What follows belongs to an exercise in optimizing a design on an open flow for small area, a short achievable clock period and few clock cycles per item; a production flow would make more cautious choices. The RTL was checked by simulation tests, not by an equivalence proof against the original design. Power figures rest on the tool's default switching activity, not on a simulated workload.

===== design/flow/config.mk =====
export PLATFORM = sky130hd
export DESIGN_NAME = si4464_rf_encoder
export DESIGN_NICKNAME = si4464_rf_encoder
export VERILOG_FILES = /design/flow/design.v
export SDC_FILE = /design/flow/constraint.sdc
export NUM_CORES = 4
export LEC_CHECK = 0
export CAP_MARGIN = 20
export CORE_MARGIN = 2
export CORE_UTILIZATION = 40
export PLACE_DENSITY = 0.6
export SLEW_MARGIN = 20
export SYNTH_HIERARCHICAL = 1

===== design/flow/constraint.sdc =====
create_clock -name core_clock -period 70.0 [get_ports {clk}]
set_input_delay 14.0000 -clock core_clock [delete_from_list [all_inputs] [get_ports {clk}]]
set_output_delay 14.0000 -clock core_clock [all_outputs]
set_load 0.01 [all_outputs]

===== design/flow/design.v =====
module si4464_rf_encoder #(
    parameter [31:0] FREQ_MIN_HZ    = 32'd400000000,
    parameter [31:0] FREQ_MAX_HZ    = 32'd406000000,
    parameter [31:0] BAND_MID_HZ    = 32'd403000000,
    parameter [7:0]  INT_LOW        = 8'd61,
    parameter [7:0]  INT_HIGH       = 8'd62,
    parameter [31:0] REF_DIVISOR_HZ = 32'd6500000,
    parameter [31:0] XTAL_FREQ_HZ   = 32'd26000000
) (
    input  wire        clk,
    input  wire        rst,         
    input  wire        in_valid,
    output wire        in_ready,
    input  wire [63:0] in_word,     
    input  wire [31:0] in_rb,       
    output reg         out_valid,
    input  wire        out_ready,
    output wire [3:0]  out_status,  
    output wire [2:0]  out_len,     
    output wire [39:0] out_data     
);
    wire [7:0]  opc     = in_word[63:56];
    wire        is_freq = (opc == 8'h11);
    wire        is_dr   = (opc == 8'h12) && (in_word[55:16] == 40'd0);
    wire [31:0] freq_hz = in_word[31:0];
    wire        hi_ok   = (freq_hz[31:28] == 4'd1) &&
                          (freq_hz[27] ? (freq_hz[26:22] == 5'd0) : (freq_hz[26:22] == 5'd31));
    wire [1:0]  osr_sel  = in_rb[27:26];
    wire [25:0] nco_mode = in_rb[25:0];
    wire        q_nz = (nco_mode >= 26'd26000000);     
    wire        q2   = (nco_mode >= 26'd52000000);     
    reg  [1:0]  t_in;
    always @(*) begin
        case (osr_sel)
            2'd1:    t_in = q2 ? 2'd3 : 2'd2;
            2'd2:    t_in = q2 ? 2'd2 : 2'd1;
            default: t_in = q2 ? 2'd1 : 2'd0;
        endcase
    end
    wire [23:0] adj_in = opc[1] ? {21'd0, q_nz, t_in} : in_word[55:32];
    reg         s1_valid;
    reg         s1_freq, s1_dr, s1_hi;
    reg  [21:0] s1_x;
    reg         s1_f27;
    reg  [23:0] s1_adj;
    wire [21:0] x   = s1_x;
    wire [21:0] xn  = ~x;
    wire        f27 = s1_f27;
    wire        s1_band = s1_hi && (s1_f27 ? (s1_x <= 22'd3346816) : (s1_x >= 22'd1541120));
    wire        low = !s1_f27 || (s1_x < 22'd346816);
    wire [23:0] adj = s1_adj;
    wire [15:0] bps   = s1_x[15:0];
    wire [1:0]  t     = s1_adj[1:0];
    wire [18:0] bps_t = {3'd0, bps} << t;
    wire [20:0] dr_a  = {bps_t, 2'b00};
    wire [18:0] dr_b  = bps_t;
    wire        sel_d = s1_dr && s1_adj[2];
    wire        sel_f = !s1_dr;
    wire ha0_s, ha0_c;
    si4464_ha u_ha0 (.a(x[19]), .b(x[17]), .s(ha0_s), .co(ha0_c));
    wire ha1_s, ha1_c;
    si4464_ha u_ha1 (.a(x[20]), .b(x[18]), .s(ha1_s), .co(ha1_c));
    wire ha2_s, ha2_c;
    si4464_ha u_ha2 (.a(x[21]), .b(x[19]), .s(ha2_s), .co(ha2_c));
    wire ha3_s, ha3_c;
    si4464_ha u_ha3 (.a(x[20]), .b(x[16]), .s(ha3_s), .co(ha3_c));
    wire ha4_s, ha4_c;
    si4464_ha u_ha4 (.a(x[21]), .b(x[16]), .s(ha4_s), .co(ha4_c));
    wire ha5_s, ha5_c;
    si4464_ha u_ha5 (.a(x[17]), .b(x[11]), .s(ha5_s), .co(ha5_c));
    wire ha6_s, ha6_c;
    si4464_ha u_ha6 (.a(x[19]), .b(x[13]), .s(ha6_s), .co(ha6_c));
    wire fa0_s, fa0_c;
    si4464_fa u_fa0 (.a(x[16]), .b(x[13]), .c(x[10]), .s(fa0_s), .co(fa0_c));
    wire fa1_s, fa1_c;
    si4464_fa u_fa1 (.a(x[17]), .b(x[14]), .c(x[11]), .s(fa1_s), .co(fa1_c));
    wire ha7_s, ha7_c;
    si4464_ha u_ha7 (.a(x[9]), .b(x[5]), .s(ha7_s), .co(ha7_c));
    wire fa2_s, fa2_c;
    si4464_fa u_fa2 (.a(x[18]), .b(x[15]), .c(x[12]), .s(fa2_s), .co(fa2_c));
    wire fa3_s, fa3_c;
    si4464_fa u_fa3 (.a(x[10]), .b(x[6]), .c(x[1]), .s(fa3_s), .co(fa3_c));
    wire ha8_s, ha8_c;
    assign ha8_s = !xn[4];
    assign ha8_c = xn[4];
    wire fa4_s, fa4_c;
    si4464_fa u_fa4 (.a(x[19]), .b(x[16]), .c(x[13]), .s(fa4_s), .co(fa4_c));
    wire fa5_s, fa5_c;
    si4464_fa u_fa5 (.a(x[11]), .b(x[7]), .c(x[2]), .s(fa5_s), .co(fa5_c));
    wire fa6_s, fa6_c;
    si4464_fa u_fa6 (.a(x[20]), .b(x[17]), .c(x[14]), .s(fa6_s), .co(fa6_c));
    wire fa7_s, fa7_c;
    si4464_fa u_fa7 (.a(x[12]), .b(x[8]), .c(x[3]), .s(fa7_s), .co(fa7_c));
    wire fa8_s, fa8_c;
    si4464_fa u_fa8 (.a(x[21]), .b(x[18]), .c(x[15]), .s(fa8_s), .co(fa8_c));
    wire fa9_s, fa9_c;
    si4464_fa u_fa9 (.a(x[13]), .b(x[9]), .c(x[4]), .s(fa9_s), .co(fa9_c));
    wire fa10_s, fa10_c;
    si4464_fa u_fa10 (.a(x[19]), .b(x[16]), .c(x[14]), .s(fa10_s), .co(fa10_c));
    wire fa11_s, fa11_c;
    si4464_fa u_fa11 (.a(x[10]), .b(x[5]), .c(f27), .s(fa11_s), .co(fa11_c));
    wire fa12_s, fa12_c;
    si4464_fa u_fa12 (.a(x[20]), .b(x[17]), .c(x[15]), .s(fa12_s), .co(fa12_c));
    wire fa13_s, fa13_c;
    si4464_fa u_fa13 (.a(x[11]), .b(x[6]), .c(x[0]), .s(fa13_s), .co(fa13_c));
    wire ha9_s, ha9_c;
    assign ha9_s = !xn[9];
    assign ha9_c = xn[9];
    wire fa14_s, fa14_c;
    si4464_fa u_fa14 (.a(x[21]), .b(x[18]), .c(x[16]), .s(fa14_s), .co(fa14_c));
    wire fa15_s, fa15_c;
    si4464_fa u_fa15 (.a(x[12]), .b(x[7]), .c(x[1]), .s(fa15_s), .co(fa15_c));
    wire fa16_s, fa16_c;
    assign fa16_s = !(xn[10] ^ xn[3]);
    assign fa16_c = xn[10] | xn[3];
    wire fa17_s, fa17_c;
    si4464_fa u_fa17 (.a(x[13]), .b(x[8]), .c(x[2]), .s(fa17_s), .co(fa17_c));
    wire fa18_s, fa18_c;
    assign fa18_s = !(x[0] ^ f27);
    assign fa18_c = x[0] | f27;
    wire fa19_s, fa19_c;
    si4464_fa u_fa19 (.a(xn[11]), .b(xn[4]), .c(ha0_s), .s(fa19_s), .co(fa19_c));
    wire fa20_s, fa20_c;
    si4464_fa u_fa20 (.a(x[14]), .b(x[9]), .c(x[3]), .s(fa20_s), .co(fa20_c));
    wire fa21_s, fa21_c;
    assign fa21_s = !(x[1] ^ xn[12]);
    assign fa21_c = x[1] | xn[12];
    wire fa22_s, fa22_c;
    si4464_fa u_fa22 (.a(xn[5]), .b(ha1_s), .c(ha0_c), .s(fa22_s), .co(fa22_c));
    wire fa23_s, fa23_c;
    si4464_fa u_fa23 (.a(x[15]), .b(x[10]), .c(x[4]), .s(fa23_s), .co(fa23_c));
    wire fa24_s, fa24_c;
    si4464_fa u_fa24 (.a(x[2]), .b(x[0]), .c(xn[13]), .s(fa24_s), .co(fa24_c));
    wire fa25_s, fa25_c;
    si4464_fa u_fa25 (.a(xn[6]), .b(ha2_s), .c(ha1_c), .s(fa25_s), .co(fa25_c));
    wire fa26_s, fa26_c;
    si4464_fa u_fa26 (.a(x[11]), .b(x[5]), .c(x[3]), .s(fa26_s), .co(fa26_c));
    wire fa27_s, fa27_c;
    si4464_fa u_fa27 (.a(x[1]), .b(f27), .c(xn[14]), .s(fa27_s), .co(fa27_c));
    wire fa28_s, fa28_c;
    si4464_fa u_fa28 (.a(xn[7]), .b(ha3_s), .c(ha2_c), .s(fa28_s), .co(fa28_c));
    wire fa29_s, fa29_c;
    si4464_fa u_fa29 (.a(x[21]), .b(x[17]), .c(x[12]), .s(fa29_s), .co(fa29_c));
    wire fa30_s, fa30_c;
    si4464_fa u_fa30 (.a(x[6]), .b(x[4]), .c(x[2]), .s(fa30_s), .co(fa30_c));
    wire fa31_s, fa31_c;
    si4464_fa u_fa31 (.a(xn[15]), .b(xn[8]), .c(ha3_c), .s(fa31_s), .co(fa31_c));
    wire fa32_s, fa32_c;
    si4464_fa u_fa32 (.a(x[18]), .b(x[13]), .c(x[7]), .s(fa32_s), .co(fa32_c));
    wire fa33_s, fa33_c;
    si4464_fa u_fa33 (.a(x[5]), .b(x[3]), .c(x[0]), .s(fa33_s), .co(fa33_c));
    wire fa34_s, fa34_c;
    si4464_fa u_fa34 (.a(f27), .b(xn[16]), .c(xn[9]), .s(fa34_s), .co(fa34_c));
    wire fa35_s, fa35_c;
    si4464_fa u_fa35 (.a(x[19]), .b(x[14]), .c(x[8]), .s(fa35_s), .co(fa35_c));
    wire fa36_s, fa36_c;
    si4464_fa u_fa36 (.a(x[6]), .b(x[4]), .c(x[1]), .s(fa36_s), .co(fa36_c));
    wire fa37_s, fa37_c;
    assign fa37_s = !(xn[17] ^ xn[10]);
    assign fa37_c = xn[17] | xn[10];
    wire fa38_s, fa38_c;
    si4464_fa u_fa38 (.a(x[20]), .b(x[15]), .c(x[9]), .s(fa38_s), .co(fa38_c));
    wire fa39_s, fa39_c;
    si4464_fa u_fa39 (.a(x[7]), .b(x[5]), .c(x[2]), .s(fa39_s), .co(fa39_c));
    wire fa40_s, fa40_c;
    si4464_fa u_fa40 (.a(x[0]), .b(xn[18]), .c(xn[11]), .s(fa40_s), .co(fa40_c));
    wire fa41_s, fa41_c;
    si4464_fa u_fa41 (.a(x[10]), .b(x[8]), .c(x[6]), .s(fa41_s), .co(fa41_c));
    wire fa42_s, fa42_c;
    assign fa42_s = !(x[3] ^ x[1]);
    assign fa42_c = x[3] | x[1];
    wire fa43_s, fa43_c;
    si4464_fa u_fa43 (.a(xn[19]), .b(xn[12]), .c(ha4_s), .s(fa43_s), .co(fa43_c));
    wire fa44_s, fa44_c;
    si4464_fa u_fa44 (.a(x[9]), .b(x[7]), .c(x[4]), .s(fa44_s), .co(fa44_c));
    wire fa45_s, fa45_c;
    si4464_fa u_fa45 (.a(x[2]), .b(f27), .c(xn[20]), .s(fa45_s), .co(fa45_c));
    wire fa46_s, fa46_c;
    si4464_fa u_fa46 (.a(xn[13]), .b(ha5_s), .c(ha4_c), .s(fa46_s), .co(fa46_c));
    wire fa47_s, fa47_c;
    si4464_fa u_fa47 (.a(x[18]), .b(x[12]), .c(x[10]), .s(fa47_s), .co(fa47_c));
    wire fa48_s, fa48_c;
    si4464_fa u_fa48 (.a(x[8]), .b(x[5]), .c(x[3]), .s(fa48_s), .co(fa48_c));
    wire fa49_s, fa49_c;
    si4464_fa u_fa49 (.a(xn[21]), .b(xn[14]), .c(ha5_c), .s(fa49_s), .co(fa49_c));
    wire fa50_s, fa50_c;
    si4464_fa u_fa50 (.a(x[11]), .b(x[9]), .c(x[6]), .s(fa50_s), .co(fa50_c));
    wire fa51_s, fa51_c;
    si4464_fa u_fa51 (.a(x[4]), .b(!f27), .c(adj[0]), .s(fa51_s), .co(fa51_c));
    wire fa52_s, fa52_c;
    assign fa52_s = !(xn[15] ^ ha6_s);
    assign fa52_c = xn[15] | ha6_s;
    wire fa53_s, fa53_c;
    si4464_fa u_fa53 (.a(x[20]), .b(x[14]), .c(x[12]), .s(fa53_s), .co(fa53_c));
    wire fa54_s, fa54_c;
    si4464_fa u_fa54 (.a(x[10]), .b(x[7]), .c(x[5]), .s(fa54_s), .co(fa54_c));
    wire fa55_s, fa55_c;
    si4464_fa u_fa55 (.a(adj[1]), .b(xn[16]), .c(ha6_c), .s(fa55_s), .co(fa55_c));
    wire fa56_s, fa56_c;
    si4464_fa u_fa56 (.a(x[21]), .b(x[15]), .c(x[13]), .s(fa56_s), .co(fa56_c));
    wire fa57_s, fa57_c;
    si4464_fa u_fa57 (.a(x[11]), .b(x[8]), .c(x[6]), .s(fa57_s), .co(fa57_c));
    wire ha10_s, ha10_c;
    si4464_ha u_ha10 (.a(adj[2]), .b(xn[17]), .s(ha10_s), .co(ha10_c));
    wire fa58_s, fa58_c;
    si4464_fa u_fa58 (.a(x[16]), .b(x[14]), .c(x[12]), .s(fa58_s), .co(fa58_c));
    wire fa59_s, fa59_c;
    si4464_fa u_fa59 (.a(x[9]), .b(x[7]), .c(f27), .s(fa59_s), .co(fa59_c));
    wire ha11_s, ha11_c;
    si4464_ha u_ha11 (.a(adj[3]), .b(xn[18]), .s(ha11_s), .co(ha11_c));
    wire fa60_s, fa60_c;
    si4464_fa u_fa60 (.a(x[17]), .b(x[15]), .c(x[13]), .s(fa60_s), .co(fa60_c));
    wire fa61_s, fa61_c;
    si4464_fa u_fa61 (.a(x[10]), .b(x[8]), .c(adj[4]), .s(fa61_s), .co(fa61_c));
    wire ha12_s, ha12_c;
    assign ha12_s = !xn[19];
    assign ha12_c = xn[19];
    wire fa62_s, fa62_c;
    si4464_fa u_fa62 (.a(x[18]), .b(x[16]), .c(x[14]), .s(fa62_s), .co(fa62_c));
    wire fa63_s, fa63_c;
    si4464_fa u_fa63 (.a(x[11]), .b(x[9]), .c(adj[5]), .s(fa63_s), .co(fa63_c));
    wire ha13_s, ha13_c;
    assign ha13_s = !xn[20];
    assign ha13_c = xn[20];
    wire fa64_s, fa64_c;
    si4464_fa u_fa64 (.a(x[19]), .b(x[17]), .c(x[15]), .s(fa64_s), .co(fa64_c));
    wire fa65_s, fa65_c;
    si4464_fa u_fa65 (.a(x[12]), .b(x[10]), .c(adj[6]), .s(fa65_s), .co(fa65_c));
    wire fa66_s, fa66_c;
    si4464_fa u_fa66 (.a(x[20]), .b(x[18]), .c(x[16]), .s(fa66_s), .co(fa66_c));
    wire ha14_s, ha14_c;
    si4464_ha u_ha14 (.a(x[13]), .b(x[11]), .s(ha14_s), .co(ha14_c));
    wire fa67_s, fa67_c;
    si4464_fa u_fa67 (.a(x[21]), .b(x[19]), .c(x[17]), .s(fa67_s), .co(fa67_c));
    wire ha15_s, ha15_c;
    si4464_ha u_ha15 (.a(x[20]), .b(x[18]), .s(ha15_s), .co(ha15_c));
    wire fa68_s, fa68_c;
    si4464_fa u_fa68 (.a(x[8]), .b(x[4]), .c(!f27), .s(fa68_s), .co(fa68_c));
    wire fa69_s, fa69_c;
    assign fa69_s = !(x[0] ^ xn[3]);
    assign fa69_c = x[0] | xn[3];
    wire ha16_s, ha16_c;
    si4464_ha u_ha16 (.a(ha7_s), .b(fa0_c), .s(ha16_s), .co(ha16_c));
    wire fa70_s, fa70_c;
    si4464_fa u_fa70 (.a(ha8_s), .b(ha7_c), .c(fa1_c), .s(fa70_s), .co(fa70_c));
    wire fa71_s, fa71_c;
    si4464_fa u_fa71 (.a(fa2_s), .b(fa3_s), .c(!low), .s(fa71_s), .co(fa71_c));
    wire fa72_s, fa72_c;
    si4464_fa u_fa72 (.a(xn[5]), .b(ha8_c), .c(fa2_c), .s(fa72_s), .co(fa72_c));
    wire fa73_s, fa73_c;
    si4464_fa u_fa73 (.a(fa3_c), .b(fa4_s), .c(fa5_s), .s(fa73_s), .co(fa73_c));
    wire fa74_s, fa74_c;
    assign fa74_s = !(xn[6] ^ fa4_c);
    assign fa74_c = xn[6] | fa4_c;
    wire fa75_s, fa75_c;
    si4464_fa u_fa75 (.a(fa5_c), .b(fa6_s), .c(fa7_s), .s(fa75_s), .co(fa75_c));
    wire fa76_s, fa76_c;
    si4464_fa u_fa76 (.a(xn[7]), .b(xn[0]), .c(fa6_c), .s(fa76_s), .co(fa76_c));
    wire fa77_s, fa77_c;
    si4464_fa u_fa77 (.a(fa7_c), .b(fa8_s), .c(fa9_s), .s(fa77_s), .co(fa77_c));
    wire fa78_s, fa78_c;
    si4464_fa u_fa78 (.a(xn[8]), .b(xn[1]), .c(fa8_c), .s(fa78_s), .co(fa78_c));
    wire fa79_s, fa79_c;
    si4464_fa u_fa79 (.a(fa9_c), .b(fa10_s), .c(fa11_s), .s(fa79_s), .co(fa79_c));
    wire fa80_s, fa80_c;
    si4464_fa u_fa80 (.a(xn[2]), .b(ha9_s), .c(fa10_c), .s(fa80_s), .co(fa80_c));
    wire fa81_s, fa81_c;
    si4464_fa u_fa81 (.a(fa11_c), .b(fa12_s), .c(fa13_s), .s(fa81_s), .co(fa81_c));
    wire fa82_s, fa82_c;
    si4464_fa u_fa82 (.a(ha9_c), .b(fa16_s), .c(fa12_c), .s(fa82_s), .co(fa82_c));
    wire fa83_s, fa83_c;
    si4464_fa u_fa83 (.a(fa13_c), .b(fa14_s), .c(fa15_s), .s(fa83_s), .co(fa83_c));
    wire fa84_s, fa84_c;
    si4464_fa u_fa84 (.a(fa18_s), .b(fa16_c), .c(fa14_c), .s(fa84_s), .co(fa84_c));
    wire fa85_s, fa85_c;
    si4464_fa u_fa85 (.a(fa15_c), .b(fa17_s), .c(fa19_s), .s(fa85_s), .co(fa85_c));
    wire fa86_s, fa86_c;
    si4464_fa u_fa86 (.a(fa18_c), .b(fa21_s), .c(fa17_c), .s(fa86_s), .co(fa86_c));
    wire fa87_s, fa87_c;
    si4464_fa u_fa87 (.a(fa20_s), .b(fa19_c), .c(fa22_s), .s(fa87_s), .co(fa87_c));
    wire fa88_s, fa88_c;
    si4464_fa u_fa88 (.a(fa21_c), .b(fa20_c), .c(fa23_s), .s(fa88_s), .co(fa88_c));
    wire fa89_s, fa89_c;
    si4464_fa u_fa89 (.a(fa24_s), .b(fa22_c), .c(fa25_s), .s(fa89_s), .co(fa89_c));
    wire fa90_s, fa90_c;
    si4464_fa u_fa90 (.a(fa23_c), .b(fa26_s), .c(fa24_c), .s(fa90_s), .co(fa90_c));
    wire fa91_s, fa91_c;
    si4464_fa u_fa91 (.a(fa27_s), .b(fa25_c), .c(fa28_s), .s(fa91_s), .co(fa91_c));
    wire fa92_s, fa92_c;
    si4464_fa u_fa92 (.a(fa26_c), .b(fa29_s), .c(fa30_s), .s(fa92_s), .co(fa92_c));
    wire fa93_s, fa93_c;
    si4464_fa u_fa93 (.a(fa27_c), .b(fa28_c), .c(fa31_s), .s(fa93_s), .co(fa93_c));
    wire fa94_s, fa94_c;
    si4464_fa u_fa94 (.a(fa29_c), .b(fa30_c), .c(fa32_s), .s(fa94_s), .co(fa94_c));
    wire fa95_s, fa95_c;
    si4464_fa u_fa95 (.a(fa33_s), .b(fa34_s), .c(fa31_c), .s(fa95_s), .co(fa95_c));
    wire fa96_s, fa96_c;
    si4464_fa u_fa96 (.a(fa37_s), .b(fa32_c), .c(fa33_c), .s(fa96_s), .co(fa96_c));
    wire fa97_s, fa97_c;
    si4464_fa u_fa97 (.a(fa35_s), .b(fa36_s), .c(fa34_c), .s(fa97_s), .co(fa97_c));
    wire fa98_s, fa98_c;
    si4464_fa u_fa98 (.a(fa37_c), .b(fa35_c), .c(fa36_c), .s(fa98_s), .co(fa98_c));
    wire fa99_s, fa99_c;
    si4464_fa u_fa99 (.a(fa38_s), .b(fa39_s), .c(fa40_s), .s(fa99_s), .co(fa99_c));
    wire fa100_s, fa100_c;
    si4464_fa u_fa100 (.a(fa42_s), .b(fa38_c), .c(fa39_c), .s(fa100_s), .co(fa100_c));
    wire fa101_s, fa101_c;
    si4464_fa u_fa101 (.a(fa41_s), .b(fa40_c), .c(fa43_s), .s(fa101_s), .co(fa101_c));
    wire fa102_s, fa102_c;
    si4464_fa u_fa102 (.a(fa42_c), .b(fa41_c), .c(fa44_s), .s(fa102_s), .co(fa102_c));
    wire fa103_s, fa103_c;
    si4464_fa u_fa103 (.a(fa45_s), .b(fa43_c), .c(fa46_s), .s(fa103_s), .co(fa103_c));
    wire fa104_s, fa104_c;
    si4464_fa u_fa104 (.a(fa44_c), .b(fa47_s), .c(fa48_s), .s(fa104_s), .co(fa104_c));
    wire fa105_s, fa105_c;
    si4464_fa u_fa105 (.a(fa45_c), .b(fa46_c), .c(fa49_s), .s(fa105_s), .co(fa105_c));
    wire fa106_s, fa106_c;
    si4464_fa u_fa106 (.a(fa47_c), .b(fa48_c), .c(fa50_s), .s(fa106_s), .co(fa106_c));
    wire fa107_s, fa107_c;
    si4464_fa u_fa107 (.a(fa51_s), .b(fa52_s), .c(fa49_c), .s(fa107_s), .co(fa107_c));
    wire fa108_s, fa108_c;
    si4464_fa u_fa108 (.a(fa50_c), .b(fa51_c), .c(fa53_s), .s(fa108_s), .co(fa108_c));
    wire fa109_s, fa109_c;
    si4464_fa u_fa109 (.a(fa54_s), .b(fa52_c), .c(fa55_s), .s(fa109_s), .co(fa109_c));
    wire fa110_s, fa110_c;
    si4464_fa u_fa110 (.a(ha10_s), .b(fa53_c), .c(fa54_c), .s(fa110_s), .co(fa110_c));
    wire fa111_s, fa111_c;
    si4464_fa u_fa111 (.a(fa56_s), .b(fa57_s), .c(fa55_c), .s(fa111_s), .co(fa111_c));
    wire fa112_s, fa112_c;
    si4464_fa u_fa112 (.a(ha11_s), .b(ha10_c), .c(fa56_c), .s(fa112_s), .co(fa112_c));
    wire fa113_s, fa113_c;
    si4464_fa u_fa113 (.a(fa57_c), .b(fa58_s), .c(fa59_s), .s(fa113_s), .co(fa113_c));
    wire fa114_s, fa114_c;
    si4464_fa u_fa114 (.a(ha12_s), .b(ha11_c), .c(fa58_c), .s(fa114_s), .co(fa114_c));
    wire fa115_s, fa115_c;
    si4464_fa u_fa115 (.a(fa59_c), .b(fa60_s), .c(fa61_s), .s(fa115_s), .co(fa115_c));
    wire fa116_s, fa116_c;
    si4464_fa u_fa116 (.a(ha12_c), .b(ha13_s), .c(fa60_c), .s(fa116_s), .co(fa116_c));
    wire fa117_s, fa117_c;
    si4464_fa u_fa117 (.a(fa61_c), .b(fa62_s), .c(fa63_s), .s(fa117_s), .co(fa117_c));
    wire fa118_s, fa118_c;
    si4464_fa u_fa118 (.a(xn[21]), .b(ha13_c), .c(fa62_c), .s(fa118_s), .co(fa118_c));
    wire fa119_s, fa119_c;
    si4464_fa u_fa119 (.a(fa63_c), .b(fa64_s), .c(fa65_s), .s(fa119_s), .co(fa119_c));
    wire fa120_s, fa120_c;
    si4464_fa u_fa120 (.a(!f27), .b(adj[7]), .c(ha14_s), .s(fa120_s), .co(fa120_c));
    wire fa121_s, fa121_c;
    si4464_fa u_fa121 (.a(fa64_c), .b(fa65_c), .c(fa66_s), .s(fa121_s), .co(fa121_c));
    wire fa122_s, fa122_c;
    si4464_fa u_fa122 (.a(x[14]), .b(x[12]), .c(adj[8]), .s(fa122_s), .co(fa122_c));
    wire fa123_s, fa123_c;
    si4464_fa u_fa123 (.a(ha14_c), .b(fa66_c), .c(fa67_s), .s(fa123_s), .co(fa123_c));
    wire fa124_s, fa124_c;
    si4464_fa u_fa124 (.a(x[15]), .b(x[13]), .c(f27), .s(fa124_s), .co(fa124_c));
    wire fa125_s, fa125_c;
    si4464_fa u_fa125 (.a(adj[9]), .b(ha15_s), .c(fa67_c), .s(fa125_s), .co(fa125_c));
    wire fa126_s, fa126_c;
    si4464_fa u_fa126 (.a(x[21]), .b(x[19]), .c(x[16]), .s(fa126_s), .co(fa126_c));
    wire fa127_s, fa127_c;
    si4464_fa u_fa127 (.a(x[14]), .b(adj[10]), .c(ha15_c), .s(fa127_s), .co(fa127_c));
    wire fa128_s, fa128_c;
    si4464_fa u_fa128 (.a(x[20]), .b(x[17]), .c(x[15]), .s(fa128_s), .co(fa128_c));
    wire fa129_s, fa129_c;
    assign fa129_s = !(f27 ^ adj[11]);
    assign fa129_c = f27 | adj[11];
    wire fa130_s, fa130_c;
    si4464_fa u_fa130 (.a(x[21]), .b(x[18]), .c(x[16]), .s(fa130_s), .co(fa130_c));
    wire fa131_s, fa131_c;
    si4464_fa u_fa131 (.a(x[19]), .b(x[17]), .c(f27), .s(fa131_s), .co(fa131_c));
    wire ha17_s, ha17_c;
    si4464_ha u_ha17 (.a(x[20]), .b(x[18]), .s(ha17_s), .co(ha17_c));
    wire ha18_s, ha18_c;
    assign ha18_s = !xn[2];
    assign ha18_c = xn[2];
    wire fa132_s, fa132_c;
    si4464_fa u_fa132 (.a(fa69_s), .b(fa68_c), .c(fa1_s), .s(fa132_s), .co(fa132_c));
    wire fa133_s, fa133_c;
    si4464_fa u_fa133 (.a(fa69_c), .b(ha16_c), .c(fa70_s), .s(fa133_s), .co(fa133_c));
    wire fa134_s, fa134_c;
    si4464_fa u_fa134 (.a(fa70_c), .b(fa72_s), .c(fa73_s), .s(fa134_s), .co(fa134_c));
    wire fa135_s, fa135_c;
    si4464_fa u_fa135 (.a(fa74_s), .b(fa72_c), .c(fa73_c), .s(fa135_s), .co(fa135_c));
    wire fa136_s, fa136_c;
    si4464_fa u_fa136 (.a(fa74_c), .b(fa76_s), .c(fa75_c), .s(fa136_s), .co(fa136_c));
    wire fa137_s, fa137_c;
    si4464_fa u_fa137 (.a(fa76_c), .b(fa78_s), .c(fa77_c), .s(fa137_s), .co(fa137_c));
    wire fa138_s, fa138_c;
    si4464_fa u_fa138 (.a(fa78_c), .b(fa80_s), .c(fa79_c), .s(fa138_s), .co(fa138_c));
    wire fa139_s, fa139_c;
    si4464_fa u_fa139 (.a(fa80_c), .b(fa82_s), .c(fa81_c), .s(fa139_s), .co(fa139_c));
    wire fa140_s, fa140_c;
    si4464_fa u_fa140 (.a(fa82_c), .b(fa84_s), .c(fa83_c), .s(fa140_s), .co(fa140_c));
    wire fa141_s, fa141_c;
    si4464_fa u_fa141 (.a(fa84_c), .b(fa86_s), .c(fa85_c), .s(fa141_s), .co(fa141_c));
    wire fa142_s, fa142_c;
    si4464_fa u_fa142 (.a(fa86_c), .b(fa88_s), .c(fa87_c), .s(fa142_s), .co(fa142_c));
    wire fa143_s, fa143_c;
    si4464_fa u_fa143 (.a(fa88_c), .b(fa90_s), .c(fa89_c), .s(fa143_s), .co(fa143_c));
    wire fa144_s, fa144_c;
    si4464_fa u_fa144 (.a(fa92_s), .b(fa90_c), .c(fa91_c), .s(fa144_s), .co(fa144_c));
    wire fa145_s, fa145_c;
    si4464_fa u_fa145 (.a(fa92_c), .b(fa94_s), .c(fa95_s), .s(fa145_s), .co(fa145_c));
    wire fa146_s, fa146_c;
    si4464_fa u_fa146 (.a(fa96_s), .b(fa94_c), .c(fa97_s), .s(fa146_s), .co(fa146_c));
    wire fa147_s, fa147_c;
    si4464_fa u_fa147 (.a(fa96_c), .b(fa98_s), .c(fa97_c), .s(fa147_s), .co(fa147_c));
    wire fa148_s, fa148_c;
    si4464_fa u_fa148 (.a(fa98_c), .b(fa100_s), .c(fa99_c), .s(fa148_s), .co(fa148_c));
    wire fa149_s, fa149_c;
    si4464_fa u_fa149 (.a(fa100_c), .b(fa102_s), .c(fa101_c), .s(fa149_s), .co(fa149_c));
    wire fa150_s, fa150_c;
    si4464_fa u_fa150 (.a(fa102_c), .b(fa104_s), .c(fa103_c), .s(fa150_s), .co(fa150_c));
    wire fa151_s, fa151_c;
    si4464_fa u_fa151 (.a(fa104_c), .b(fa106_s), .c(fa107_s), .s(fa151_s), .co(fa151_c));
    wire fa152_s, fa152_c;
    si4464_fa u_fa152 (.a(fa106_c), .b(fa108_s), .c(fa107_c), .s(fa152_s), .co(fa152_c));
    wire fa153_s, fa153_c;
    si4464_fa u_fa153 (.a(fa110_s), .b(fa108_c), .c(fa111_s), .s(fa153_s), .co(fa153_c));
    wire fa154_s, fa154_c;
    si4464_fa u_fa154 (.a(fa110_c), .b(fa112_s), .c(fa113_s), .s(fa154_s), .co(fa154_c));
    wire fa155_s, fa155_c;
    si4464_fa u_fa155 (.a(fa112_c), .b(fa114_s), .c(fa113_c), .s(fa155_s), .co(fa155_c));
    wire fa156_s, fa156_c;
    si4464_fa u_fa156 (.a(fa114_c), .b(fa116_s), .c(fa115_c), .s(fa156_s), .co(fa156_c));
    wire fa157_s, fa157_c;
    si4464_fa u_fa157 (.a(fa116_c), .b(fa118_s), .c(fa117_c), .s(fa157_s), .co(fa157_c));
    wire fa158_s, fa158_c;
    si4464_fa u_fa158 (.a(fa120_s), .b(fa118_c), .c(fa119_c), .s(fa158_s), .co(fa158_c));
    wire fa159_s, fa159_c;
    si4464_fa u_fa159 (.a(fa122_s), .b(fa120_c), .c(fa121_c), .s(fa159_s), .co(fa159_c));
    wire fa160_s, fa160_c;
    si4464_fa u_fa160 (.a(fa122_c), .b(fa124_s), .c(fa125_s), .s(fa160_s), .co(fa160_c));
    wire fa161_s, fa161_c;
    si4464_fa u_fa161 (.a(fa124_c), .b(fa126_s), .c(fa127_s), .s(fa161_s), .co(fa161_c));
    wire fa162_s, fa162_c;
    si4464_fa u_fa162 (.a(fa129_s), .b(fa126_c), .c(fa128_s), .s(fa162_s), .co(fa162_c));
    wire fa163_s, fa163_c;
    si4464_fa u_fa163 (.a(adj[12]), .b(fa129_c), .c(fa128_c), .s(fa163_s), .co(fa163_c));
    wire fa164_s, fa164_c;
    assign fa164_s = !(adj[13] ^ fa130_c);
    assign fa164_c = adj[13] | fa130_c;
    wire fa165_s, fa165_c;
    assign fa165_s = !(adj[14] ^ ha17_s);
    assign fa165_c = adj[14] | ha17_s;
    wire fa166_s, fa166_c;
    si4464_fa u_fa166 (.a(x[21]), .b(x[19]), .c(adj[15]), .s(fa166_s), .co(fa166_c));
    wire ha19_s, ha19_c;
    si4464_ha u_ha19 (.a(x[20]), .b(f27), .s(ha19_s), .co(ha19_c));
    wire ha20_s, ha20_c;
    si4464_ha u_ha20 (.a(x[21]), .b(adj[17]), .s(ha20_s), .co(ha20_c));
    wire ha21_s, ha21_c;
    si4464_ha u_ha21 (.a(ha18_s), .b(fa68_s), .s(ha21_s), .co(ha21_c));
    wire fa167_s, fa167_c;
    si4464_fa u_fa167 (.a(ha18_c), .b(ha16_s), .c(fa132_s), .s(fa167_s), .co(fa167_c));
    wire fa168_s, fa168_c;
    si4464_fa u_fa168 (.a(fa132_c), .b(fa71_s), .c(fa133_s), .s(fa168_s), .co(fa168_c));
    wire fa169_s, fa169_c;
    si4464_fa u_fa169 (.a(fa71_c), .b(fa133_c), .c(fa134_s), .s(fa169_s), .co(fa169_c));
    wire fa170_s, fa170_c;
    si4464_fa u_fa170 (.a(fa75_s), .b(fa135_s), .c(fa134_c), .s(fa170_s), .co(fa170_c));
    wire fa171_s, fa171_c;
    si4464_fa u_fa171 (.a(fa77_s), .b(fa135_c), .c(fa136_s), .s(fa171_s), .co(fa171_c));
    wire fa172_s, fa172_c;
    si4464_fa u_fa172 (.a(fa79_s), .b(fa136_c), .c(fa137_s), .s(fa172_s), .co(fa172_c));
    wire fa173_s, fa173_c;
    si4464_fa u_fa173 (.a(fa81_s), .b(fa137_c), .c(fa138_s), .s(fa173_s), .co(fa173_c));
    wire fa174_s, fa174_c;
    si4464_fa u_fa174 (.a(fa83_s), .b(fa138_c), .c(fa139_s), .s(fa174_s), .co(fa174_c));
    wire fa175_s, fa175_c;
    si4464_fa u_fa175 (.a(fa85_s), .b(fa139_c), .c(fa140_s), .s(fa175_s), .co(fa175_c));
    wire fa176_s, fa176_c;
    si4464_fa u_fa176 (.a(fa87_s), .b(fa140_c), .c(fa141_s), .s(fa176_s), .co(fa176_c));
    wire fa177_s, fa177_c;
    si4464_fa u_fa177 (.a(fa89_s), .b(fa141_c), .c(fa142_s), .s(fa177_s), .co(fa177_c));
    wire fa178_s, fa178_c;
    si4464_fa u_fa178 (.a(fa91_s), .b(fa142_c), .c(fa143_s), .s(fa178_s), .co(fa178_c));
    wire fa179_s, fa179_c;
    si4464_fa u_fa179 (.a(fa93_s), .b(fa143_c), .c(fa144_s), .s(fa179_s), .co(fa179_c));
    wire fa180_s, fa180_c;
    si4464_fa u_fa180 (.a(fa93_c), .b(fa144_c), .c(fa145_s), .s(fa180_s), .co(fa180_c));
    wire fa181_s, fa181_c;
    si4464_fa u_fa181 (.a(fa95_c), .b(fa146_s), .c(fa145_c), .s(fa181_s), .co(fa181_c));
    wire fa182_s, fa182_c;
    si4464_fa u_fa182 (.a(fa99_s), .b(fa147_s), .c(fa146_c), .s(fa182_s), .co(fa182_c));
    wire fa183_s, fa183_c;
    si4464_fa u_fa183 (.a(fa101_s), .b(fa147_c), .c(fa148_s), .s(fa183_s), .co(fa183_c));
    wire fa184_s, fa184_c;
    si4464_fa u_fa184 (.a(fa103_s), .b(fa148_c), .c(fa149_s), .s(fa184_s), .co(fa184_c));
    wire fa185_s, fa185_c;
    si4464_fa u_fa185 (.a(fa105_s), .b(fa149_c), .c(fa150_s), .s(fa185_s), .co(fa185_c));
    wire fa186_s, fa186_c;
    si4464_fa u_fa186 (.a(fa105_c), .b(fa150_c), .c(fa151_s), .s(fa186_s), .co(fa186_c));
    wire fa187_s, fa187_c;
    si4464_fa u_fa187 (.a(fa109_s), .b(fa152_s), .c(fa151_c), .s(fa187_s), .co(fa187_c));
    wire fa188_s, fa188_c;
    si4464_fa u_fa188 (.a(fa109_c), .b(fa152_c), .c(fa153_s), .s(fa188_s), .co(fa188_c));
    wire fa189_s, fa189_c;
    si4464_fa u_fa189 (.a(fa111_c), .b(fa154_s), .c(fa153_c), .s(fa189_s), .co(fa189_c));
    wire fa190_s, fa190_c;
    si4464_fa u_fa190 (.a(fa115_s), .b(fa155_s), .c(fa154_c), .s(fa190_s), .co(fa190_c));
    wire fa191_s, fa191_c;
    si4464_fa u_fa191 (.a(fa117_s), .b(fa155_c), .c(fa156_s), .s(fa191_s), .co(fa191_c));
    wire fa192_s, fa192_c;
    si4464_fa u_fa192 (.a(fa119_s), .b(fa156_c), .c(fa157_s), .s(fa192_s), .co(fa192_c));
    wire fa193_s, fa193_c;
    si4464_fa u_fa193 (.a(fa121_s), .b(fa157_c), .c(fa158_s), .s(fa193_s), .co(fa193_c));
    wire fa194_s, fa194_c;
    si4464_fa u_fa194 (.a(fa123_s), .b(fa158_c), .c(fa159_s), .s(fa194_s), .co(fa194_c));
    wire fa195_s, fa195_c;
    si4464_fa u_fa195 (.a(fa123_c), .b(fa159_c), .c(fa160_s), .s(fa195_s), .co(fa195_c));
    wire fa196_s, fa196_c;
    si4464_fa u_fa196 (.a(fa125_c), .b(fa161_s), .c(fa160_c), .s(fa196_s), .co(fa196_c));
    wire fa197_s, fa197_c;
    si4464_fa u_fa197 (.a(fa127_c), .b(fa162_s), .c(fa161_c), .s(fa197_s), .co(fa197_c));
    wire fa198_s, fa198_c;
    si4464_fa u_fa198 (.a(fa130_s), .b(fa163_s), .c(fa162_c), .s(fa198_s), .co(fa198_c));
    wire fa199_s, fa199_c;
    si4464_fa u_fa199 (.a(fa131_s), .b(fa164_s), .c(fa163_c), .s(fa199_s), .co(fa199_c));
    wire fa200_s, fa200_c;
    si4464_fa u_fa200 (.a(fa131_c), .b(fa165_s), .c(fa164_c), .s(fa200_s), .co(fa200_c));
    wire fa201_s, fa201_c;
    si4464_fa u_fa201 (.a(ha17_c), .b(fa166_s), .c(fa165_c), .s(fa201_s), .co(fa201_c));
    wire fa202_s, fa202_c;
    si4464_fa u_fa202 (.a(adj[16]), .b(ha19_s), .c(fa166_c), .s(fa202_s), .co(fa202_c));
    wire fa203_s, fa203_c;
    assign fa203_s = !(ha20_s ^ ha19_c);
    assign fa203_c = ha20_s | ha19_c;
    wire fa204_s, fa204_c;
    si4464_fa u_fa204 (.a(f27), .b(adj[18]), .c(ha20_c), .s(fa204_s), .co(fa204_c));
    wire fa205_s, fa205_c;
    assign fa205_s = !(adj[19] ^ low);
    assign fa205_c = adj[19] | low;
    wire ha22_s, ha22_c;
    assign ha22_s = !adj[20];
    assign ha22_c = adj[20];
    wire ha23_s, ha23_c;
    assign ha23_s = !adj[21];
    assign ha23_c = adj[21];
    wire ha24_s, ha24_c;
    assign ha24_s = !adj[22];
    assign ha24_c = adj[22];
    wire g0 = ha21_s & fa0_s;
    wire p0 = ha21_s | fa0_s;
    wire g1 = fa167_s & ha21_c;
    wire p1 = fa167_s | ha21_c;
    wire g2 = fa168_s & fa167_c;
    wire p2 = fa168_s | fa167_c;
    wire g3 = fa169_s & fa168_c;
    wire p3 = fa169_s | fa168_c;
    wire g4 = fa170_s & fa169_c;
    wire p4 = fa170_s | fa169_c;
    wire g5 = fa171_s & fa170_c;
    wire p5 = fa171_s | fa170_c;
    wire g6 = fa172_s & fa171_c;
    wire p6 = fa172_s | fa171_c;
    wire g7 = fa173_s & fa172_c;
    wire p7 = fa173_s | fa172_c;
    wire g8 = fa174_s & fa173_c;
    wire p8 = fa174_s | fa173_c;
    wire g9 = fa175_s & fa174_c;
    wire p9 = fa175_s | fa174_c;
    wire g10 = fa176_s & fa175_c;
    wire p10 = fa176_s | fa175_c;
    wire g11 = fa177_s & fa176_c;
    wire p11 = fa177_s | fa176_c;
    wire g12 = fa178_s & fa177_c;
    wire p12 = fa178_s | fa177_c;
    wire g13 = fa179_s & fa178_c;
    wire p13 = fa179_s | fa178_c;
    wire g14 = fa180_s & fa179_c;
    wire p14 = fa180_s | fa179_c;
    wire g15 = fa181_s & fa180_c;
    wire p15 = fa181_s | fa180_c;
    wire g16 = fa182_s & fa181_c;
    wire p16 = fa182_s | fa181_c;
    wire g17 = fa183_s & fa182_c;
    wire p17 = fa183_s | fa182_c;
    wire g18 = fa184_s & fa183_c;
    wire p18 = fa184_s | fa183_c;
    wire g19 = fa185_s & fa184_c;
    wire p19 = fa185_s | fa184_c;
    wire a20 = (sel_f & fa186_s) | (sel_d & dr_a[0]);
    wire b20 = (sel_f & fa185_c) | (sel_d & dr_b[0]);
    wire a21 = (sel_f & fa187_s) | (sel_d & dr_a[1]);
    wire b21 = (sel_f & fa186_c) | (sel_d & dr_b[1]);
    wire a22 = (sel_f & fa188_s) | (sel_d & dr_a[2]);
    wire b22 = (sel_f & fa187_c) | (sel_d & dr_b[2]);
    wire a23 = (sel_f & fa189_s) | (sel_d & dr_a[3]);
    wire b23 = (sel_f & fa188_c) | (sel_d & dr_b[3]);
    wire a24 = (sel_f & fa190_s) | (sel_d & dr_a[4]);
    wire b24 = (sel_f & fa189_c) | (sel_d & dr_b[4]);
    wire a25 = (sel_f & fa191_s) | (sel_d & dr_a[5]);
    wire b25 = (sel_f & fa190_c) | (sel_d & dr_b[5]);
    wire a26 = (sel_f & fa192_s) | (sel_d & dr_a[6]);
    wire b26 = (sel_f & fa191_c) | (sel_d & dr_b[6]);
    wire a27 = (sel_f & fa193_s) | (sel_d & dr_a[7]);
    wire b27 = (sel_f & fa192_c) | (sel_d & dr_b[7]);
    wire a28 = (sel_f & fa194_s) | (sel_d & dr_a[8]);
    wire b28 = (sel_f & fa193_c) | (sel_d & dr_b[8]);
    wire a29 = (sel_f & fa195_s) | (sel_d & dr_a[9]);
    wire b29 = (sel_f & fa194_c) | (sel_d & dr_b[9]);
    wire a30 = (sel_f & fa196_s) | (sel_d & dr_a[10]);
    wire b30 = (sel_f & fa195_c) | (sel_d & dr_b[10]);
    wire a31 = (sel_f & fa197_s) | (sel_d & dr_a[11]);
    wire b31 = (sel_f & fa196_c) | (sel_d & dr_b[11]);
    wire a32 = (sel_f & fa198_s) | (sel_d & dr_a[12]);
    wire b32 = (sel_f & fa197_c) | (sel_d & dr_b[12]);
    wire a33 = (sel_f & fa199_s) | (sel_d & dr_a[13]);
    wire b33 = (sel_f & fa198_c) | (sel_d & dr_b[13]);
    wire a34 = (sel_f & fa200_s) | (sel_d & dr_a[14]);
    wire b34 = (sel_f & fa199_c) | (sel_d & dr_b[14]);
    wire a35 = (sel_f & fa201_s) | (sel_d & dr_a[15]);
    wire b35 = (sel_f & fa200_c) | (sel_d & dr_b[15]);
    wire a36 = (sel_f & fa202_s) | (sel_d & dr_a[16]);
    wire b36 = (sel_f & fa201_c) | (sel_d & dr_b[16]);
    wire a37 = (sel_f & fa203_s) | (sel_d & dr_a[17]);
    wire b37 = (sel_f & fa202_c) | (sel_d & dr_b[17]);
    wire a38 = (sel_f & fa204_s) | (sel_d & dr_a[18]);
    wire b38 = (sel_f & fa203_c) | (sel_d & dr_b[18]);
    wire a39 = (sel_f & fa205_s) | (sel_d & dr_a[19]);
    wire b39 = (sel_f & fa204_c) | (sel_d & 1'b0);
    wire a40 = (sel_f & ha22_s) | (sel_d & dr_a[20]);
    wire b40 = (sel_f & fa205_c) | (sel_d & 1'b0);
    wire a41 = (sel_f & ha23_s) | (sel_d & 1'b0);
    wire b41 = (sel_f & ha22_c) | (sel_d & 1'b0);
    wire a42 = ha24_s;
    wire b42 = ha23_c;
    wire a43 = !adj[23];
    wire b43 = ha24_c;
    wire a44 = 1'b1;
    wire b44 = 1'b0;
    wire m0_g = g1 | (p1 & g0);
    wire m1_g = g2 | (p2 & m0_g);
    wire m2_g = g4 | (p4 & g3);
    wire m2_p = p4 & p3;
    wire m3_g = m2_g | (m2_p & m1_g);
    wire m4_g = g6 | (p6 & g5);
    wire m4_p = p6 & p5;
    wire m5_g = g7 | (p7 & m4_g);
    wire m5_p = p7 & m4_p;
    wire m6_g = g9 | (p9 & g8);
    wire m6_p = p9 & p8;
    wire m7_g = m6_g | (m6_p & m5_g);
    wire m7_p = m6_p & m5_p;
    wire m8_g = m7_g | (m7_p & m3_g);
    wire m9_g = g11 | (p11 & g10);
    wire m9_p = p11 & p10;
    wire m10_g = g12 | (p12 & m9_g);
    wire m10_p = p12 & m9_p;
    wire m11_g = g14 | (p14 & g13);
    wire m11_p = p14 & p13;
    wire m12_g = m11_g | (m11_p & m10_g);
    wire m12_p = m11_p & m10_p;
    wire m13_g = g16 | (p16 & g15);
    wire m13_p = p16 & p15;
    wire m14_g = g17 | (p17 & m13_g);
    wire m14_p = p17 & m13_p;
    wire m15_g = g19 | (p19 & g18);
    wire m15_p = p19 & p18;
    wire m16_g = m15_g | (m15_p & m14_g);
    wire m16_p = m15_p & m14_p;
    wire m17_g = m16_g | (m16_p & m12_g);
    wire m17_p = m16_p & m12_p;
    wire m18_g = m17_g | (m17_p & m8_g);
    wire c20 = sel_f & m18_g;
    wire s20, c21;
    si4464_fa u_r20 (.a(a20), .b(b20), .c(c20), .s(s20), .co(c21));
    wire s21, c22;
    si4464_fa u_r21 (.a(a21), .b(b21), .c(c21), .s(s21), .co(c22));
    wire s22, c23;
    si4464_fa u_r22 (.a(a22), .b(b22), .c(c22), .s(s22), .co(c23));
    wire s23, c24;
    si4464_fa u_r23 (.a(a23), .b(b23), .c(c23), .s(s23), .co(c24));
    wire s24, c25;
    si4464_fa u_r24 (.a(a24), .b(b24), .c(c24), .s(s24), .co(c25));
    wire s25, c26;
    si4464_fa u_r25 (.a(a25), .b(b25), .c(c25), .s(s25), .co(c26));
    wire s26, c27;
    si4464_fa u_r26 (.a(a26), .b(b26), .c(c26), .s(s26), .co(c27));
    wire s27, c28;
    si4464_fa u_r27 (.a(a27), .b(b27), .c(c27), .s(s27), .co(c28));
    wire s28, c29;
    si4464_fa u_r28 (.a(a28), .b(b28), .c(c28), .s(s28), .co(c29));
    wire s29, c30;
    si4464_fa u_r29 (.a(a29), .b(b29), .c(c29), .s(s29), .co(c30));
    wire s30, c31;
    si4464_fa u_r30 (.a(a30), .b(b30), .c(c30), .s(s30), .co(c31));
    wire s31, c32;
    si4464_fa u_r31 (.a(a31), .b(b31), .c(c31), .s(s31), .co(c32));
    wire s32, c33;
    si4464_fa u_r32 (.a(a32), .b(b32), .c(c32), .s(s32), .co(c33));
    wire s33, c34;
    si4464_fa u_r33 (.a(a33), .b(b33), .c(c33), .s(s33), .co(c34));
    wire s34, c35;
    si4464_fa u_r34 (.a(a34), .b(b34), .c(c34), .s(s34), .co(c35));
    wire s35, c36;
    si4464_fa u_r35 (.a(a35), .b(b35), .c(c35), .s(s35), .co(c36));
    wire s36, c37;
    si4464_fa u_r36 (.a(a36), .b(b36), .c(c36), .s(s36), .co(c37));
    wire s37, c38;
    si4464_fa u_r37 (.a(a37), .b(b37), .c(c37), .s(s37), .co(c38));
    wire s38, c39;
    si4464_fa u_r38 (.a(a38), .b(b38), .c(c38), .s(s38), .co(c39));
    wire s39, c40;
    si4464_fa u_r39 (.a(a39), .b(b39), .c(c39), .s(s39), .co(c40));
    wire s40, c41;
    si4464_fa u_r40 (.a(a40), .b(b40), .c(c40), .s(s40), .co(c41));
    wire s41, c42;
    si4464_fa u_r41 (.a(a41), .b(b41), .c(c41), .s(s41), .co(c42));
    wire s42, c43;
    si4464_fa u_r42 (.a(a42), .b(b42), .c(c42), .s(s42), .co(c43));
    wire s43, c44;
    si4464_fa u_r43 (.a(a43), .b(b43), .c(c43), .s(s43), .co(c44));
    wire s44 = a44 ^ b44 ^ c44;
    wire [24:0] sum = {s44, s43, s42, s41, s40, s39, s38, s37, s36, s35, s34, s33, s32, s31, s30, s29, s28, s27, s26, s25, s24, s23, s22, s21, s20};
    wire        f_ok = s1_freq && s1_band && !sum[24];
    wire [1:0]  res_kind = f_ok ? 2'd0 : s1_dr ? 2'd1 : s1_freq ? 2'd2 : 2'd3;
    wire [26:0] res = {res_kind, !low, sum[23:0]};
    reg [26:0] h, k;
    reg        h_fok, h_nfok, h_dok, h_ndok, h_ok, h_fbad, h_ill;
    reg        k_valid, in_rdy;
    assign in_ready = in_rdy;
    wire take   = out_valid && out_ready;
    wire accept = in_valid && in_rdy;
    wire full   = out_valid && k_valid;
    wire move   = s1_valid && !full;        
    wire s1_en  = !(s1_valid && full);      
    wire h_en   = !out_valid || take;
    wire s1_valid_nx = s1_en ? accept : 1'b1;
    wire out_valid_nx = h_en ? (k_valid || move) : 1'b1;
    wire k_valid_nx = k_valid ? !take : (move && out_valid && !take);
    always @(posedge clk) begin
        if (rst) begin
            s1_valid  <= 1'b0;
            out_valid <= 1'b0;
            k_valid   <= 1'b0;
            in_rdy    <= 1'b1;
        end else begin
            s1_valid  <= s1_valid_nx;
            out_valid <= out_valid_nx;
            k_valid   <= k_valid_nx;
            in_rdy    <= !(s1_valid_nx && out_valid_nx && k_valid_nx);
        end
    end
    always @(posedge clk) begin
        if (s1_en) begin
            s1_freq <= is_freq;
            s1_dr   <= is_dr;
            s1_hi   <= hi_ok;
            s1_x    <= freq_hz[21:0];
            s1_f27  <= freq_hz[27];
            s1_adj  <= adj_in;
        end
    end
    wire [26:0] h_src  = k_valid ? k : res;
    wire [1:0]  h_kind = h_src[26:25];
    always @(posedge clk) begin
        if (!k_valid) k <= res;
        if (h_en) begin
            h      <= h_src;
            h_fok  <= (h_kind == 2'd0);
            h_nfok <= (h_kind != 2'd0);
            h_dok  <= (h_kind == 2'd1);
            h_ndok <= (h_kind != 2'd1);
            h_ok   <= !h_kind[1];
            h_fbad <= (h_kind == 2'd2);
            h_ill  <= (h_kind == 2'd3);
        end
    end
    wire        r_nhi  = h[24];
    wire [23:0] v      = h[23:0];
    assign out_status = {h_ill, h_ill, h_fbad, !h_ok};
    assign out_len    = {h_fok, h_dok, h_ok};
    assign out_data[39:32] = {1'b0, h_dok && v[21], h_fok || (h_dok && v[20]),
                              h_fok || (h_dok && v[19]), h_fok || (h_dok && v[18]),
                              h_fok || (h_dok && v[17]), h_dok && v[16],
                              (h_fok && r_nhi) || (h_dok && v[15])};
    assign out_data[31:24] = h_dok ? v[14:7] : 8'd0;
    assign out_data[23:16] = (h_fok ? v[23:16] : 8'd0) | (!h_ndok ? {v[6:0], 1'b0} : 8'd0);
    assign out_data[15:0]  = !h_nfok ? v[15:0] : 16'd0;
endmodule
module si4464_fa (input wire a, input wire b, input wire c,
                  output wire s, output wire co);
    assign s  = a ^ b ^ c;
    assign co = (a & b) | (a & c) | (b & c);
endmodule
module si4464_ha (input wire a, input wire b, output wire s, output wire co);
    assign s  = a ^ b;
    assign co = a & b;
endmodule

===== design/flow/flow/run.sh =====
#!/bin/bash
# The standard layout: the standard.sh runs every ORFS step from
# synthesis to finish (its output is in standard.log, each tool's own log in
# orfs/logs/). Two settings differ from the defaults:
#  - the buffer ORFS puts on every input and output port is buf_1, the
#    smallest buffer, instead of clkdlybuf4s50_1;
#  - clock tree synthesis uses clkbuf_8 below a clkbuf_16 root and inserts
#    no dummy loads.
set -euo pipefail
export BUFFER_PORTS_ARGS="-buffer_cell sky130_fd_sc_hd__buf_1"
export CTS_ARGS="-sink_clustering_enable -repair_clock_nets -dont_use_dummy_load -buf_list sky130_fd_sc_hd__clkbuf_8 -root_buf sky130_fd_sc_hd__clkbuf_16"
bash standard.sh > standard.log 2>&1

===== design/flow/standard.sh =====
#!/bin/bash
# synth_recipe.tcl (not shown) runs the flow's synth.tcl, then flattens the netlist and writes it again
# the make line also repeats each setting of config.mk as NAME=value (left out here)
make -C /OpenROAD-flow-scripts/flow DESIGN_CONFIG=/design/flow/config.mk WORK_HOME=/design/flow/orfs CLKGATE_MAP_FILE= SYNTH_SCRIPT=/design/flow/synth_recipe.tcl "${@:-finish}"

==> metrics.yaml, run 1 <==
route:
  drcViolationCount: 0
  first_iter_violations: 413
  vias_per_cell: 5.17
  routedWlPerCell_um: 19.3
  ant_nets: 0
  vias: 6708
  totalWireLength_mm: 25.1
  first_pass_iters: 5
clocking:
  cts_resized: 0
  postCtsHoldBufs: 0
  cts_htree_levels: 4
  root_buffer: "clkbuf_16"
  cts_tree: "built"
  postCtsSetupBuffers: 0
  numCtsBuffers: 17
  clock_latency_ps: 370
  clock_path_buffers: 2
  clock_sinks: 113
  clk_pin_slew_ps: 70
synth:
  ys_ff_latch: 113
  yosys-top-cells-area: "fa_1 41%, edfxtp_1 24%, dfxtp_1 5.9%"
  syn_avg_cell_area_um2: 12.8
  yosys.area.top_type_share_pct: 41.5
  ys_seq_area_share_pct: 29.4
  async_reset_ff_share_pct: 0
  yosys_warnings: 7
  yosysUniqueCellTypes: 56
  yosys_most_used_dff: "edfxtp_1"
  synth_top_area_cell: "fa_1"
  synthCells: 819
  syn_area_um2: 10500
  syn_nets: 1168
  synth_edf_count: 82
worst_setup_path:
  rrSetupSlack_ps: 54870
  path_buf_inv: 1
  endpoint_kind: "output port"
  crit_required_ps: 56000
  cp_cell_sequence: "a22o_1 -> buf_1"
  startpoint_type: "register"
  cp_max_fo: 14
  max_stage_delay_ps: 640
  crit_family: "flip-flops"
  crit_slowest_cell: "edfxtp_1"
  worstPathArrival_ps: 1410
  worstSetupPathType: "reg2out"
sta:
  fin_crit_sh_pct: 22.0
  worst_pin_slew_ps: 995
  fmax_mhz: 64.9
  relSlewSlack_pct: 33.7
  final_hold_viol_count: 0
  skew_ps: 35.1
  grt_setup_unrepaired: "no"
  tns_ps: 0
  final.min_clock_period_ps: 15410
  setup_violations: 0
  final-max-slew-violation-count: 0
cells_and_area:
  nets: 1313
  final_cell_mix: "217 x fa_1, 136 x buf_1, 106 x inv_1, 82 x edfxtp_1, 55 x o21ai_0"
  n_antenna_cell: 0
  area_growth_pct: 11.3
  drive_gt1_share_pct: 7.38
  final_common_cell: "fa_1"
global_route:
  grt_pass1_wl_mm: 40.0
  grt_max_degree: 55
  grt_pass1_vias: 7142
  grt_usage_pct: 19.0
  grt_overflow: 0
  antenna_found_initial: 0
power:
  power_mw: 0.391
  vdd_ir_drop_max_mv: 0.0213
  p_per_area_nw_per_um2: 33.5
  p_leak_nw: 4.54
floorplanning:
  fp.dieH_um: 166
  core_um2: 25900
  initial_core_util_pct: 40.4
  dieArea_um2: 27500
  row_count: 59
  die_x_um: 166
  num_io_pins: 149
placed_design:
  gp_congestion: 0.858
  hpwl_mm: 19.1
  io_buffers: 136
job:
  drv_cap: 0
worst_hold_path:
  holdCritPathClass: "reg2reg"
status:
  outcome: "complete, no violations"
==> registers in the layout (all words and copies together) (netlist names), 22 cells and up <==
signal / cells
k: 27
h: 25
s1_adj: 24
s1_x: 22
==> Yosys cell counts (2+ instances only) <==
| master | count |
|---|---|
| o221ai_1 | 3 |
| a22oi_1 | 6 |
| edfxtp_1 | 82 |
| o31ai_1 | 3 |
| dfxtp_1 | 31 |
| a211oi_1 | 5 |
| fa_1 | 217 |
| buf_4 | 7 |
| clkbuf_1 | 16 |
| nor2_1 | 24 |
| and2_1 | 12 |
| a21oi_1 | 16 |
| o22ai_1 | 8 |
| or2_2 | 5 |
| ha_1 | 32 |
| buf_1 | 3 |
| buf_2 | 3 |
| nand2_1 | 21 |
| o211ai_1 | 2 |
| nand4_1 | 4 |
| nand2b_1 | 3 |
| nor2b_1 | 36 |
| o22a_1 | 14 |
| o21a_1 | 3 |
| a221oi_1 | 2 |
| a21o_1 | 6 |
| o21ai_0 | 55 |
| and4b_1 | 2 |
| nor3_1 | 7 |
| mux2_2 | 24 |
| o311ai_0 | 2 |
| nor4b_1 | 2 |
| mux2i_1 | 13 |
| nand3_1 | 7 |
| nor4_1 | 11 |
| inv_1 | 106 |
| a31oi_1 | 7 |
==> modules after synthesis (local to each module, per instance) <==
module | area [um^2] | flops+latches | copies in the design | cells inside
si4464_ha | 12.5 | 0 | 17 | 1
si4464_rf_encoder | 5910 | 113 | 1 | 585
si4464_fa | 20.0 | 0 | 217 | 1
==> per-layer routing <==
metal | wire length, um | vias up | track usage, % | share of wire [%]
met4 | 388 | 0 | 5.56 | 1.5
met1 | 11400 | 3372 | 27.2 | 45
li1 | - | 3051 | - | -
met3 | 1610 | 27 | 3.60 | 6.4
met5 | 0 | - | 0 | 0
met2 | 11700 | 258 | 29.9 | 47
==> worst reg2reg max path: cells and delay by family, from the launching register on <==
kind,cells,cell delay [ps]
AOI/OAI and AO/OA,7,1800
adders and majority gates,28,11380
buffers and inverters,2,590
DFF,1,910
and+or+nand+nor,2,180
==> where the power goes <==
part,switching [mW],internal [mW]
combinational,0.124,0.112
sequential,0.00767,0.101
clock,0.0233,0.0227
==> per-stage QoR <==
stage	utilization (%)	worst slack [ps]	hold WS [ps]	area, um^2	instances
2_1_floorplan	-	54680	423	10500	819
3_3_place_gp	44.0	54400	446	11400	1280
3_5_place_dp	44.0	54320	442	11400	1280
4_1_cts	45.0	54560	461	11700	1297
5_1_grt	45.0	54300	487	11700	1297
6_report	45.0	54590	460	11700	1297
==> layout make-up <==
class | instances | area (um^2)
clock buffer | 17 | 245
fill | 2364 | 14300
sequential | 113 | 3080
inverter | 106 | 398
timing repair buffer | 155 | 653
tap | 335 | 419
multi-input combinational | 571 | 6860
==> logic make-up (layout without fill, tap and decap cells) <==
family,count (synthesis),count (layout),synth area share [%]
adder cells (fa/ha/maj),250,250,45.4
multiplexers,37,37,3.82
buffers and inverters,135,278,5.13
other,1,1,0.0358
AND/OR/NAND/NOR,140,140,7.29
AO/OA/AOI/OAI,143,143,8.88
flip-flops,113,113,29.4
==> worst paths after layout <==
| check | from | to | cells past startpoint |
|---|---|---|---|
| setup reg to reg | s1_f27$_DFFE_PN_ | h_ndok$_DFFE_PP_ | 39 |
| hold / removal | k[24]$_DFF_P_ | k[24]$_DFF_P_ | 2 |
| setup / recovery | h_fok$_DFFE_PP_ | out_data[32] | 2 |
| hold reg to reg | k[24]$_DFF_P_ | k[24]$_DFF_P_ | 2 |
Testbench counts, summed over its fixed seeds: cycles 16,016, items 16,000.
==> run 2: changes to the inputs <==
--- a/design/flow/flow/run.sh
+++ b/design/flow/flow/run.sh
@@ -8,5 +8,5 @@
 #    no dummy loads.
 set -euo pipefail
 export BUFFER_PORTS_ARGS="-buffer_cell sky130_fd_sc_hd__buf_1"
-export CTS_ARGS="-sink_clustering_enable -repair_clock_nets -dont_use_dummy_load -buf_list sky130_fd_sc_hd__clkbuf_8 -root_buf sky130_fd_sc_hd__clkbuf_16"
+export CTS_ARGS="-repair_clock_nets -dont_use_dummy_load -buf_list sky130_fd_sc_hd__clkbuf_8 -root_buf sky130_fd_sc_hd__clkbuf_16"
 bash standard.sh > standard.log 2>&1
==> metrics.yaml, run 2 <==
sta:
  grt_setup_unrepaired: "no"
  fin_hold_ws_ps: 460
  worst_pin_slew_ps: 995
  final.min_clock_period_ps: 15410
  final_hold_viol_count: 0
  skew_ps: 35.1
  relSlewSlack_pct: 33.7
  final-max-slew-violation-count: 0
  fmax_mhz: 64.9
  fin_crit_sh_pct: 22.0
  setup_violations: 0
  tns_ps: 0
clocking:
  numCtsBuffers: 17
  clk_pin_slew_ps: 70
  root_buffer: "clkbuf_16"
  clock_latency_ps: 370
  clock_path_buffers: 2
  cts_resized: 0
  cts_htree_levels: 4
  cts_tree: "built"
  postCtsSetupBuffers: 0
  postCtsHoldBufs: 0
  clock_sinks: 113
cells_and_area:
  ff_latch_area_um2: 3080
  fillerInstances: 2364
  finalInstanceArea_um2: 11700
  drive_gt1_share_pct: 7.38
  final_cell_mix: "217 x fa_1, 136 x buf_1, 106 x inv_1, 82 x edfxtp_1, 55 x o21ai_0"
  top_regs: "k (27), h (25), s1_adj (24)"
  finish.utilization_pct: 45.0
  final_common_cell: "fa_1"
  area_growth_pct: 11.3
  multi_input_area_um2: 6860
  regMostFlops: "k"
  n_antenna_cell: 0
  nets: 1313
  largest_reg_flops: 27
synth:
  synthSimpleGateAreaFrac_pct: 7.29
  yosys_most_used_dff: "edfxtp_1"
  yosys-top-cells-area: "fa_1 41%, edfxtp_1 24%, dfxtp_1 5.9%"
  synth_edf_count: 82
  synth_common_cells: "217 x fa_1, 106 x inv_1, 82 x edfxtp_1"
  synth_top_family_by_area: "adder cells"
  synth-compound-area-share_pct: 8.88
  async_reset_ff_share_pct: 0
  synthCells: 819
  yosysUniqueCellTypes: 56
  syn_area_um2: 10500
  synthAdderAreaFrac_pct: 45.4
  yosys_warnings: 7
  yosys.area.top_type_share_pct: 41.5
  synth.most_common_cell: "fa_1"
  ys_seq_area_share_pct: 29.4
  syn_nets: 1168
  synth_mux_area_share_pct: 3.82
  synth_top_area_cell: "fa_1"
  ys_ff_latch: 113
  syn_avg_cell_area_um2: 12.8
  synth_xor_area_share_pct: 0
power:
  p_int_mw: 0.236
  combPwrFrac_pct: 60.4
  power_mw: 0.391
  vdd_ir_drop_max_mv: 0.0213
  switchingPower_mw: 0.155
  p_leak_nw: 4.54
  clockPowerShare_pct: 11.8
  p_seq_share_pct: 27.8
  p_per_area_nw_per_um2: 33.5
  sw_frac_of_total_pct: 39.8
global_route:
  grt_pass1_vias: 7142
  grt_usage_pct: 19.0
  grt_overflow: 0
  antenna_found_initial: 0
  grt_max_degree: 55
  grt_pass1_wl_mm: 40.0
route:
  first_iter_violations: 413
  routedWlPerCell_um: 19.3
  ant_nets: 0
  drcViolationCount: 0
  totalWireLength_mm: 25.1
  first_pass_iters: 5
  vias: 6708
  vias_per_cell: 5.17
worst_hold_path:
  holdCritPathClass: "reg2reg"
worst_setup_path:
  crit_required_ps: 56000
  crit_slowest_cell: "edfxtp_1"
  max_stage_delay_ps: 640
  endpoint_kind: "output port"
  rrSetupSlack_ps: 54870
  worstSetupPathType: "reg2out"
  worstPathArrival_ps: 1410
  cp_max_fo: 14
  path_buf_inv: 1
  startpoint_type: "register"
  crit_family: "flip-flops"
  cp_cell_sequence: "a22o_1 -> buf_1"
floorplanning:
  core_um2: 25900
  dieArea_um2: 27500
  num_io_pins: 149
  initial_core_util_pct: 40.4
  fp.dieH_um: 166
  die_x_um: 166
  row_count: 59
placed_design:
  place_area_um2: 11400
  hpwl_mm: 19.1
  io_buffers: 136
  gp_congestion: 0.858
status:
  outcome: "complete, no violations"
job:
  drv_cap: 0
run 2: cell counts in the layout (fill, tap and decap cells not counted):
No cell type changed its count.
run 2: final timing paths:
| kind | from | end | cells past startpoint |
|---|---|---|---|
| min | k[24]$_DFF_P_ | k[24]$_DFF_P_ | 2 |
| min reg2reg | k[24]$_DFF_P_ | k[24]$_DFF_P_ | 2 |
| max reg2reg | s1_f27$_DFFE_PN_ | h_ndok$_DFFE_PP_ | 39 |
| max | h_fok$_DFFE_PP_ | out_data[32] | 2 |
run 2: power by group through the flow:
stage	Clock [mW]	Sequential, mW	Combinational (mW)
6_report	0.0460	0.109	0.236
3_5_place_dp	0	0.110	0.236
5_1_grt	0.0507	0.110	0.272
4_1_cts	0.0483	0.109	0.237
2_1_floorplan	0	0.109	0.167
3_3_place_gp	0	0.110	0.231
run 2: cells by family after synthesis:
group | Yosys count
other cells | 1
mux | 37
flops | 113
fa+ha+maj | 250
simple gates | 140
compound gates | 143
buf+inv | 135
run 2: tightest hold or removal path: cells and delay by family (launching register included):
kind / cells / cell delay [ps]
flip-flops: 1 / 310
AO/OA/AOI/OAI: 1 / 70
AND/OR/NAND/NOR: 1 / 50
run 2: area by class of cell:
class                      instances  share of cell area, %
multi-input combinational        571                   58.8
clock buffer                      17                   2.10
inverter                         106                   3.41
tap                              335                   3.60
timing repair buffer             155                   5.60
sequential                       113                   26.5
run 2: stage by stage:
step                worst slack (ps)  instances
floorplan                      54680        819
global placement               54400       1280
detailed placement             54320       1280
CTS                            54560       1297
global route                   54300       1297
finish                         54590       1297
run 2: modules after synthesis (local to each module, per instance):
module | cells | flip-flops and latches
si4464_ha | 1 | 0
si4464_fa | 1 | 0
si4464_rf_encoder | 585 | 113
run 2: layer usage:
layer,part of all wire [%],GRT usage (%)
met2,47,29.9
met5,0,0
met3,6.4,3.60
met1,45,27.2
met4,1.5,5.56

## afterwards: timing with drivers on the ports
The results above use ideal ports. As a check the final layouts listed here were re-extracted and re-timed, cells and wires unchanged. Step 1, drivers: a clkbuf_16 drives clk and a buf_2 each remaining input, both assumed. Step 2, shift: input delay + t, output delay - t, t = (earliest + latest rising clock arrival at the registers) / 2. This alone moves slack from input paths to output paths. a / b / c = ideal / step 1 / step 2; a / b = the first two.
run	shift t [ns]	setup slack, ns	worst register clock-pin slew, ns
run 1	0.402	54.595 / 54.548 / 54.331	0.08 / 0.08
run 2	0.402	54.595 / 54.548 / 54.331	0.08 / 0.08
After both steps setup and hold are still met in every run listed.
